Context: an optimization exercise on an open-source flow, tuned for small area and few clock cycles per item. The choices shown serve that exercise and are no tape-out recipe.
RTL that was checked went through simulation tests only; none was proved equivalent to the original.
The flow treats the clock pin as an ideal source, which a real chip does not have.
Power is estimated from default activity; no workload was simulated.

==> inputs of run P <==
==> flow/design.v <==
module lcc_core (
    input  wire        clk,
    input  wire        rst,         
    input  wire        cmd_valid,
    output wire        cmd_ready,
    input  wire [7:0]  cmd,
    input  wire [15:0] din,
    output reg         rsp_valid,
    output reg  [15:0] dout,
    output reg  [1:0]  rsp
);
    reg        pol;
    reg        prev;
    reg        err;
    reg        ill;
    reg [15:0] cnt;
    assign cmd_ready = ~rst;
    wire accept = cmd_valid & ~rst;
    wire [3:0] op = cmd[7:4];
    wire [1:0] w  = cmd[3:2];
    wire [3:0] k  = cmd[3:0];
    wire       z0 = (cmd[1:0] == 2'b00);
    wire       wv = z0 & ~(w[1] & w[0]);    
    wire       wb = z0 & w[1] & ~w[0];      
    wire is_nop   = (op == 4'h0) & (k == 4'd0);
    wire is_menc  = (op == 4'h1) & wv;
    wire is_mdec  = (op == 4'h2) & wv;
    wire is_mchk  = (op == 4'h3) & wv;
    wire is_decc  = (op == 4'h4) & wb;
    wire is_dmenc = (op == 4'h5) & wv;
    wire is_dmdec = (op == 4'h6) & wv;
    wire is_benc  = (op == 4'h7) & wv;
    wire is_bdec  = (op == 4'h8) & wv;
    wire is_bchk  = (op == 4'h9) & wv;
    wire is_trans = (op == 4'hA) & wb;
    wire is_csrr  = (op == 4'hB) & (k <= 4'd4);
    wire is_csrw  = (op == 4'hC) & (w == 2'b00);
    wire legal = is_nop | is_menc | is_mdec | is_mchk | is_decc | is_dmenc |
                 is_dmdec | is_benc | is_bdec | is_bchk | is_trans |
                 is_csrr | is_csrw;
    wire n1 = ~w[1] & ~w[0];
    wire [7:0] inr = {{4{w[1]}}, {3{w[1] | w[0]}}, 1'b1};
    wire [7:0] d = din[7:0];
    integer j;
    reg [7:0] e, c;
    always @* begin
        e[7] = prev;
        c[7] = e[7] ^ d[7];
        e[6] = c[7];
        c[6] = e[6] ^ d[6];
        e[5] = c[6];
        c[5] = e[5] ^ d[5];
        e[4] = c[5];
        c[4] = e[4] ^ d[4];
        e[3] = w[1] ? c[4] : prev;
        c[3] = e[3] ^ d[3];
        e[2] = c[3];
        c[2] = e[2] ^ d[2];
        e[1] = c[2];
        c[1] = e[1] ^ d[1];
        e[0] = (w[1] | w[0]) ? c[1] : prev;
        c[0] = e[0] ^ d[0];
    end
    wire [7:0] inv = {4'b1010, 3'b101, n1} & 8'hFF;
    wire [7:0] m = d ^ {8{pol}};
    reg [15:0] enc;
    always @* begin
        for (j = 0; j < 8; j = j + 1) begin
            enc[2*j]   = (is_menc ? m[j] : c[j]) ^ (is_benc & inv[j]);
            enc[2*j+1] = is_benc ? (e[j] ^ inv[j]) : ~enc[2*j];
        end
    end
    wire [14:0] nb = din[14:0] ^ din[15:1];
    wire p1  = din[1]  ^ prev;
    wire p7  = din[7]  ^ prev;
    wire p15 = din[15] ^ prev;
    wire n4  = ~w[1] & w[0];
    wire [7:0] mdec  = {din[14], din[12], din[10], din[8],
                        din[6],  din[4],  din[2],  din[0]} ^ {8{pol}};
    wire [7:0] bdec  = {nb[14], nb[12], nb[10], nb[8], nb[6], nb[4], nb[2], nb[0]};
    wire [7:0] dmdec = ~{p15, nb[13], nb[11], nb[9], n4 ? p7 : nb[7],
                         nb[5], nb[3], n1 ? p1 : nb[1]};
    wire [7:0] trans = {p7, nb[6:0]};
    wire man_bad  = |(inr & ~bdec);
    wire bchk_bad = |(inr & dmdec);
    wire rd_pol  = is_csrr & (k[2:0] == 3'd0);
    wire rd_prev = is_csrr & (k[2:0] == 3'd1);
    wire rd_stat = is_csrr & (k[2:0] == 3'd2);
    wire rd_cnt  = is_csrr & ((k[2:0] == 3'd3) | ((k[2:0] == 3'd4) & err));
    wire sel_enc  = is_menc | is_dmenc | is_benc;
    wire decc_ok  = is_decc & ~man_bad;
    reg [15:0] dout_n;
    always @* begin
        for (j = 0; j < 16; j = j + 1)
            dout_n[j] = (sel_enc & inr[j/2] & enc[j]) | (rd_cnt & cnt[j]);
        for (j = 0; j < 8; j = j + 1)
            dout_n[j] = dout_n[j]
                      | (((is_mdec & inr[j]) | decc_ok) & mdec[j])
                      | (is_bdec  & inr[j] & bdec[j])
                      | (is_dmdec & inr[j] & dmdec[j])
                      | (is_trans & trans[j]);
        dout_n[0] = dout_n[0] | (rd_pol & pol) | (rd_prev & prev) | (rd_stat & err);
        dout_n[1] = dout_n[1] | (rd_stat & ill);
    end
    wire bad = ((is_mdec | is_mchk | is_decc) & man_bad) | (is_bchk & bchk_bad);
    wire [1:0] rsp_n = {~legal, legal & bad};
    wire wr_pol  = accept & is_csrw & (k[1:0] == 2'd0);
    wire wr_prev = accept & is_csrw & (k[1:0] == 2'd1);
    wire wr_stat = accept & is_csrw & (k[1:0] == 2'd2);
    wire wr_cnt  = accept & is_csrw & (k[1:0] == 2'd3);
    wire acct_bad = is_bchk ? bchk_bad : man_bad;
    wire acct_inv = accept & (is_mchk | is_decc | is_bchk) &  acct_bad;
    wire acct_ok  = accept & (is_mchk | is_decc | is_bchk) & ~acct_bad;
    wire prev_din = accept & (is_csrw & (k[1:0] == 2'd1) | is_dmdec | is_bdec | is_bchk);
    wire prev_enc = accept & (is_dmenc | is_benc);
    wire prev_n = prev_enc ? enc[0] : prev_din ? din[0] : prev;
    wire pol_n = wr_pol ? din[0] : pol;
    wire err_n = wr_stat ? din[0] : (err | acct_inv);
    wire ill_n = wr_stat ? din[1] : (ill | (accept & ~legal));
    wire inc = acct_ok & ~err;
    reg [16:0] cy;
    reg [15:0] cnt_inc;
    always @* begin
        cy[0] = 1'b1;
        for (j = 0; j < 16; j = j + 1)
            cy[j+1] = cy[j] & cnt[j];
        for (j = 0; j < 16; j = j + 1)
            cnt_inc[j] = cnt[j] ^ (inc & cy[j] & ~cy[16]);
    end
    wire [15:0] cnt_n = wr_cnt ? din : cnt_inc;
    always @(posedge clk) begin
        if (rst) begin
            pol       <= 1'b0;
            prev      <= 1'b0;
            err       <= 1'b0;
            ill       <= 1'b0;
            cnt       <= 16'h0000;
            rsp_valid <= 1'b0;
        end else begin
            rsp_valid <= accept;
            pol       <= pol_n;
            prev      <= prev_n;
            err       <= err_n;
            ill       <= ill_n;
            cnt       <= cnt_n;
        end
        dout <= dout_n;
        rsp  <= rsp_n;
    end
endmodule
==> flow/flow/run.sh <==
#!/bin/bash
# Layout flow: the standard flow (standard.sh) with these changes:
#  - synthesis maps with an area-oriented ABC script (flow/synth.tcl),
#    everything else in synthesis is synth_recipe.tcl unchanged;
#  - port buffers use the smallest buffer cell;
#  - clock tree built from small clock buffers, without dummy loads.
# Each tool's full output goes to its own log in this folder.
set -uo pipefail
W=$PWD
export MY_ABC_SCRIPT=$W/flow/abc_area.script
export FLOW_SYNTH_TCL=$W/synth_recipe.tcl
export BUFFER_PORTS_ARGS="-buffer_cell sky130_fd_sc_hd__buf_1"
export CTS_ARGS="-sink_clustering_enable -repair_clock_nets -dont_use_dummy_load -root_buf sky130_fd_sc_hd__clkbuf_4 -buf_list sky130_fd_sc_hd__clkbuf_4 -sink_clustering_size 20"
sed "s#SYNTH_SCRIPT=[^ ]*#SYNTH_SCRIPT=$W/flow/synth.tcl#" standard.sh > my_standard.sh
grep -q "SYNTH_SCRIPT=$W/flow/synth.tcl" my_standard.sh || { echo "could not set synthesis script" >&2; exit 1; }
bash my_standard.sh synth > synth.log 2>&1 || { tail -20 synth.log; exit 1; }
bash my_standard.sh > layout.log 2>&1 || { tail -20 layout.log; exit 1; }
==> flow/flow/abc_area.script <==
strash
dc2
&get -n
&deepsyn -I 1 -J 100 -S 2
&put
&get -n
&dch -f
&nf -R 1000
&put
topo
==> flow/flow/synth.tcl <==
# The standard flow's synthesis (synth_recipe.tcl, unchanged) with only the ABC mapping
# script swapped for an area-oriented one and no delay target.
proc abc {args} {
  set i [lsearch $args -script]
  if { $i >= 0 } {
    set args [lreplace $args [expr {$i+1}] [expr {$i+1}] $::env(MY_ABC_SCRIPT)]
  }
  set j [lsearch $args -D]
  if { $j >= 0 } { set args [lreplace $args $j [expr {$j+1}]] }
  puts "abc (area script): $args"
  yosys abc {*}$args
}
source $::env(FLOW_SYNTH_TCL)
==> flow/standard.sh <==
#!/bin/bash
# synth_recipe.tcl (not shown) runs the flow's synth.tcl, then flattens the netlist and writes it again
# the make line also repeats each setting of config.mk as NAME=value (left out here)
make -C /OpenROAD-flow-scripts/flow DESIGN_CONFIG=/design/flow/config.mk WORK_HOME=/design/flow/orfs CLKGATE_MAP_FILE= SYNTH_SCRIPT=/design/flow/synth_recipe.tcl "${@:-finish}"
==> flow/config.mk <==
export PLATFORM = sky130hd
export DESIGN_NAME = lcc_core
export DESIGN_NICKNAME = lcc_core
export VERILOG_FILES = /design/flow/design.v
export SDC_FILE = /design/flow/constraint.sdc
export NUM_CORES = 4
export LEC_CHECK = 0
export CAP_MARGIN = 20
export CORE_MARGIN = 2
export CORE_UTILIZATION = 50
export GPL_TIMING_DRIVEN = 0
export SLEW_MARGIN = 20
==> flow/constraint.sdc <==
create_clock -name core_clock -period 3.5 [get_ports {clk}]
set_input_delay 0.7000 -clock core_clock [delete_from_list [all_inputs] [get_ports {clk}]]
set_output_delay 0.7000 -clock core_clock [all_outputs]
set_load 0.01 [all_outputs]
==> run H (differences from run P) <==
--- a/flow/flow/run.sh
+++ b/flow/flow/run.sh
@@ -11,5 +11,5 @@
 export FLOW_SYNTH_TCL=$W/synth_recipe.tcl
 export BUFFER_PORTS_ARGS="-buffer_cell sky130_fd_sc_hd__buf_1"
-export CTS_ARGS="-sink_clustering_enable -repair_clock_nets -dont_use_dummy_load -root_buf sky130_fd_sc_hd__clkbuf_4 -buf_list sky130_fd_sc_hd__clkbuf_4 -sink_clustering_size 20"
+export CTS_ARGS="-sink_clustering_enable -repair_clock_nets -dont_use_dummy_load -root_buf sky130_fd_sc_hd__clkbuf_8 -buf_list sky130_fd_sc_hd__clkbuf_8 -sink_clustering_size 40 -sink_clustering_max_diameter 200"
 sed "s#SYNTH_SCRIPT=[^ ]*#SYNTH_SCRIPT=$W/flow/synth.tcl#" standard.sh > my_standard.sh
 grep -q "SYNTH_SCRIPT=$W/flow/synth.tcl" my_standard.sh || { echo "could not set synthesis script" >&2; exit 1; }
==> flow/flow/abc_area.script (replaced) <==
strash
&get -n
&fraig -x
&put
scorr
dc2
strash
&get -n
&dch -f
&nf -R 1000
&put
topo
CAP_MARGIN = 0   (was 20)
SLEW_MARGIN = 0   (was 20)
==> summary of the runs <==
Clock skew: run P is lower than run H (4.7 ps).
Sequential power is about the same in run H and run P.
In run P the register-to-register slack is worse than in run H, by 150 ps.
In sequential cell count, run P and run H do not differ.
Between run P and run H, the lower cell count is in run H (gap about 1.3%, measured against run H).
In run H the synthesized cell count is larger than in run P, by about 0.6%.
==> figures <==
quantity                                                                             run P        run H
Outcome                                                   no timing/DRC/antenna violations  no timing/DRC/antenna violations
Count of buffering cells on the critical path with inverters included                    2            1
Basic-gate share of the synthesized area counting and, or, nand and nor cells       30.60%       25.16%
Comb power                                                                          186 uW       181 uW
CTS clk-pin slew, worst paths                                                       120 ps        80 ps
Cell variety after synth                                                                39           40
Flop pwr share                                                                       53.7%        50.0%
Multiplexer share of the synthesized area                                          0.4000%      0.3923%
Maximum vdd ir drop                                                            0.0002440 V  0.0001454 V
Switching power                                                                   261.2 uW     265.1 uW
Share of post-route cells with drive strength above 1                               12.25%       3.807%
Leakage power summed over all cells                                               1.034 nW     1.051 nW
Final period demand of the worst path                                              3411 ps      3213 ps
Area growth from synthesis to layout                                                21.15%       14.96%
Testbench counts of run P, summed over its fixed seeds: cycles 24,008, cmds 24,000.
Testbench counts of run H, summed over its fixed seeds: cycles 24,008, cmds 24,000.


==> build 61: inputs <==
RTL: the design.v shown in full above, as it stands there.
export LEC_CHECK = 0
export CAP_MARGIN = 0
export CORE_MARGIN = 2
export CORE_UTILIZATION = 50
export GPL_TIMING_DRIVEN = 0
export SETUP_SLACK_MARGIN = -0.05
export SLEW_MARGIN = 0
create_clock -name core_clock -period 3.5 [get_ports {clk}]
standard.sh (not shown) runs the stock make flow with config.mk's settings and CLKGATE_MAP_FILE= SYNTH_SCRIPT=/design/flow/synth_recipe.tcl, a recipe that flattens the netlist after the stock synthesis.
==> flow/flow/run.sh <==
#!/bin/bash
# Layout flow: the standard flow (standard.sh) with these changes:
#  - synthesis maps with an area-oriented ABC script (flow/synth.tcl),
#    everything else in synthesis is synth_recipe.tcl unchanged;
#  - port buffers use the smallest buffer cell;
set -uo pipefail
W=$PWD
export MY_ABC_SCRIPT=$W/flow/abc_area.script
export FLOW_SYNTH_TCL=$W/synth_recipe.tcl
export BUFFER_PORTS_ARGS="-buffer_cell sky130_fd_sc_hd__buf_1"
export CTS_ARGS="-sink_clustering_enable -repair_clock_nets -dont_use_dummy_load -root_buf sky130_fd_sc_hd__clkbuf_4 -buf_list sky130_fd_sc_hd__clkbuf_4 -sink_clustering_size 20"
export PRE_CTS_TCL=$W/flow/cts_hook.tcl
sed "s#SYNTH_SCRIPT=[^ ]*#SYNTH_SCRIPT=$W/flow/synth.tcl#" standard.sh > my_standard.sh
grep -q "SYNTH_SCRIPT=$W/flow/synth.tcl" my_standard.sh || { echo "could not set synthesis script" >&2; exit 1; }
bash my_standard.sh synth > synth.log 2>&1 || { tail -20 synth.log; exit 1; }
bash my_standard.sh > layout.log 2>&1 || { tail -20 layout.log; exit 1; }
==> flow/flow/cts_hook.tcl <==
if { [info commands orfs_clock_tree_synthesis] == "" } {
  rename clock_tree_synthesis orfs_clock_tree_synthesis
}
proc clock_tree_synthesis { args } {
  orfs_clock_tree_synthesis {*}$args
  estimate_parasitics -placement
  set drivers {}
  foreach pin [get_pins -hierarchical */CLK] {
    set slew [get_property $pin slew_max]
    if { $slew > 0.110 } {
      set net [get_nets -of_objects $pin]
      foreach dpin [get_pins -of_objects $net -filter "direction==output"] {
        set inst [get_cells -of_objects $dpin]
        set name [get_full_name $inst]
        if { [lsearch $drivers $name] < 0 } { lappend drivers $name }
      }
    }
  }
  foreach name $drivers {
    set cell [get_property [get_cells $name] ref_name]
    if { $cell == "sky130_fd_sc_hd__clkbuf_4" || $cell == "sky130_fd_sc_hd__clkbuf_2" } {
      puts "clock buffer $name ($cell) upsized to sky130_fd_sc_hd__clkbuf_8"
      replace_cell $name sky130_fd_sc_hd__clkbuf_8
    }
  }
}
Other scripts of this flow, unchanged in this note and not shown: flow/flow/abc_area.script, flow/flow/synth.tcl
==> inputs of trial 12, as changes to build 61 <==
--- a/flow/flow/run.sh
+++ b/flow/flow/run.sh
@@ -3,13 +3,14 @@
 #  - synthesis maps with an area-oriented ABC script (flow/synth.tcl),
 #    everything else in synthesis is synth_recipe.tcl unchanged;
 #  - port buffers use the smallest buffer cell;
+#  - clock tree built from small clock buffers, without dummy loads.
+# Each tool's full output goes to its own log in this folder.
 set -uo pipefail
 W=$PWD
 export MY_ABC_SCRIPT=$W/flow/abc_area.script
 export FLOW_SYNTH_TCL=$W/synth_recipe.tcl
 export BUFFER_PORTS_ARGS="-buffer_cell sky130_fd_sc_hd__buf_1"
 export CTS_ARGS="-sink_clustering_enable -repair_clock_nets -dont_use_dummy_load -root_buf sky130_fd_sc_hd__clkbuf_4 -buf_list sky130_fd_sc_hd__clkbuf_4 -sink_clustering_size 20"
-export PRE_CTS_TCL=$W/flow/cts_hook.tcl
 sed "s#SYNTH_SCRIPT=[^ ]*#SYNTH_SCRIPT=$W/flow/synth.tcl#" standard.sh > my_standard.sh
 grep -q "SYNTH_SCRIPT=$W/flow/synth.tcl" my_standard.sh || { echo "could not set synthesis script" >&2; exit 1; }
 bash my_standard.sh synth > synth.log 2>&1 || { tail -20 synth.log; exit 1; }
CAP_MARGIN = 20   (was 0)
CORE_UTILIZATION = 80   (was 50)
PLACE_DENSITY = 0.85   (was unset)
SETUP_SLACK_MARGIN = unset   (was -0.05)
SLEW_MARGIN = 20   (was 0)
removed: flow/flow/cts_hook.tcl
==> inputs of trial 90, as changes to build 61 <==
--- a/flow/design.v
+++ b/flow/design.v
@@ -62,27 +62,36 @@
         c[0] = e[0] ^ d[0];
     end
     wire [7:0] inv = {4'b1010, 3'b101, n1} & 8'hFF;
-    wire [7:0] m = d ^ {8{pol}};
     reg [15:0] enc;
+    reg [7:0]  u;
     always @* begin
         for (j = 0; j < 8; j = j + 1) begin
-            enc[2*j]   = (is_menc ? m[j] : c[j]) ^ (is_benc & inv[j]);
-            enc[2*j+1] = is_benc ? (e[j] ^ inv[j]) : ~enc[2*j];
+            u[j] = is_menc ? pol : e[j];
+            enc[2*j]   = u[j] ^ d[j] ^ (is_benc & inv[j]);
+            enc[2*j+1] = u[j] ^ (is_benc ? inv[j] : ~d[j]);
         end
     end
-    wire [14:0] nb = din[14:0] ^ din[15:1];
-    wire p1  = din[1]  ^ prev;
-    wire p7  = din[7]  ^ prev;
-    wire p15 = din[15] ^ prev;
-    wire n4  = ~w[1] & w[0];
-    wire [7:0] mdec  = {din[14], din[12], din[10], din[8],
-                        din[6],  din[4],  din[2],  din[0]} ^ {8{pol}};
-    wire [7:0] bdec  = {nb[14], nb[12], nb[10], nb[8], nb[6], nb[4], nb[2], nb[0]};
-    wire [7:0] dmdec = ~{p15, nb[13], nb[11], nb[9], n4 ? p7 : nb[7],
-                         nb[5], nb[3], n1 ? p1 : nb[1]};
-    wire [7:0] trans = {p7, nb[6:0]};
-    wire man_bad  = |(inr & ~bdec);
-    wire bchk_bad = |(inr & dmdec);
+    reg [7:0] mdec, bdec, dmdec, trans;
+    reg       man_bad, bchk_bad;
+    always @* begin
+        man_bad  = 1'b0;
+        bchk_bad = 1'b0;
+        for (j = 0; j < 8; j = j + 1) begin
+            mdec[j]  = din[2*j] ^ pol;
+            bdec[j]  = din[2*j] ^ din[2*j+1];
+            if (j == 7)
+                dmdec[j] = ~(din[2*j+1] ^ prev);
+            else if (j == 3)
+                dmdec[j] = ~(din[2*j+1] ^ (w[1] ? din[2*j+2] : prev));
+            else if (j == 0)
+                dmdec[j] = ~(din[2*j+1] ^ (n1 ? prev : din[2*j+2]));
+            else
+                dmdec[j] = ~(din[2*j+1] ^ din[2*j+2]);
+            trans[j] = din[j] ^ ((j == 7) ? prev : din[(j+1)%16]);
+            man_bad  = man_bad  | (inr[j] & ~bdec[j]);
+            bchk_bad = bchk_bad | (inr[j] & dmdec[j]);
+        end
+    end
     wire rd_pol  = is_csrr & (k[2:0] == 3'd0);
     wire rd_prev = is_csrr & (k[2:0] == 3'd1);
     wire rd_stat = is_csrr & (k[2:0] == 3'd2);
==> flow/flow/run.sh (replaced) <==
#!/bin/bash
# Layout flow: the standard flow (standard.sh) with two changes:
#  - synthesis maps with an area-oriented ABC script (flow/synth.tcl),
#    everything else in synthesis is synth_recipe.tcl unchanged;
#  - port buffers use the smallest buffer cell.
# Each tool's full output goes to its own log in this folder.
set -uo pipefail
W=$PWD
export MY_ABC_SCRIPT=$W/flow/abc_area.script
export FLOW_SYNTH_TCL=$W/synth_recipe.tcl
export BUFFER_PORTS_ARGS="-buffer_cell sky130_fd_sc_hd__buf_1"
sed "s#SYNTH_SCRIPT=[^ ]*#SYNTH_SCRIPT=$W/flow/synth.tcl#" standard.sh > my_standard.sh
grep -q "SYNTH_SCRIPT=$W/flow/synth.tcl" my_standard.sh || { echo "could not set synthesis script" >&2; exit 1; }
bash my_standard.sh synth > synth.log 2>&1 || { tail -20 synth.log; exit 1; }
bash my_standard.sh > layout.log 2>&1 || { tail -20 layout.log; exit 1; }
CAP_MARGIN = 20   (was 0)
CORE_UTILIZATION = 40   (was 50)
SETUP_SLACK_MARGIN = unset   (was -0.05)
SLEW_MARGIN = 20   (was 0)
removed: flow/flow/cts_hook.tcl
==> comparison <==
Trial 12 did not get past 3_3_place_gp. Trial 90 completed without violations. Build 61 finished clean.
Of trial 90 and build 61, trial 90 has the higher die area (gap 27%, measured against build 61).
Against build 61, the clock power of trial 90 is higher by about 70%.
Core utilization: build 61 is higher than trial 90 (12 points).
Against trial 90, the worst setup slack of build 61 is worse by 0.065 ns.
Synthesized area: trial 90 is larger than trial 12 (2.6%).
Flip-flop and latch count is the same in build 61 and trial 90.
Between trial 90 and build 61, the lower combinational power is in build 61 (gap about 3%, measured against build 61).
Of build 61 and trial 90, trial 90 has the higher design area (gap 4.5%, measured against trial 90).
Between build 61 and trial 90, the lower clock skew is in trial 90 (gap 0.018 ns).
Between build 61 and trial 90, the lower cell count is in build 61 (gap 2.5%, measured against trial 90).
Testbench counts of build 61, summed over its fixed seeds: cycles 24,008, cmds 24,000.
Testbench counts of trial 12, summed over its fixed seeds: cycles 24,008, cmds 24,000.
No functional check of the RTL was part of trial 90.

[afterwards: timing with drivers on the ports]
Ports are ideal in the flow. The routed layouts listed here were re-timed in OpenROAD. Step 1 assumes that a clkbuf_16 drives the clock port and a buf_2 every other input. Step 2 times the ports against the registers' clock, not the clock port: input delays grow and output delays shrink by t, the midpoint of the rising clock arrivals with the driver on. Three values: no drivers, after step 1, after step 2; two values: the first two.
run	t, ns	slack for setup (ns)	worst setup path after step 2	worst register clock-pin slew, ns	pins driven straight from the clock port
run P	0.367	0.089 / 0.098 / -0.269	input to register	0.12 / 0.12	1
run H	0.314	0.287 / 0.294 / -0.019	input to register	0.08 / 0.08	1
build 61	0.358	0.196 / 0.203 / -0.155	input to register	0.09 / 0.09	1
trial 90	0.328	0.261 / 0.267 / -0.061	input to register	0.08 / 0.08	1
Met with ideal ports but missed after step 2: setup timing in every run listed. For run P, which loses most, drivers alone change the setup slack by +0.009 ns; drivers and shift together by -0.358 ns.
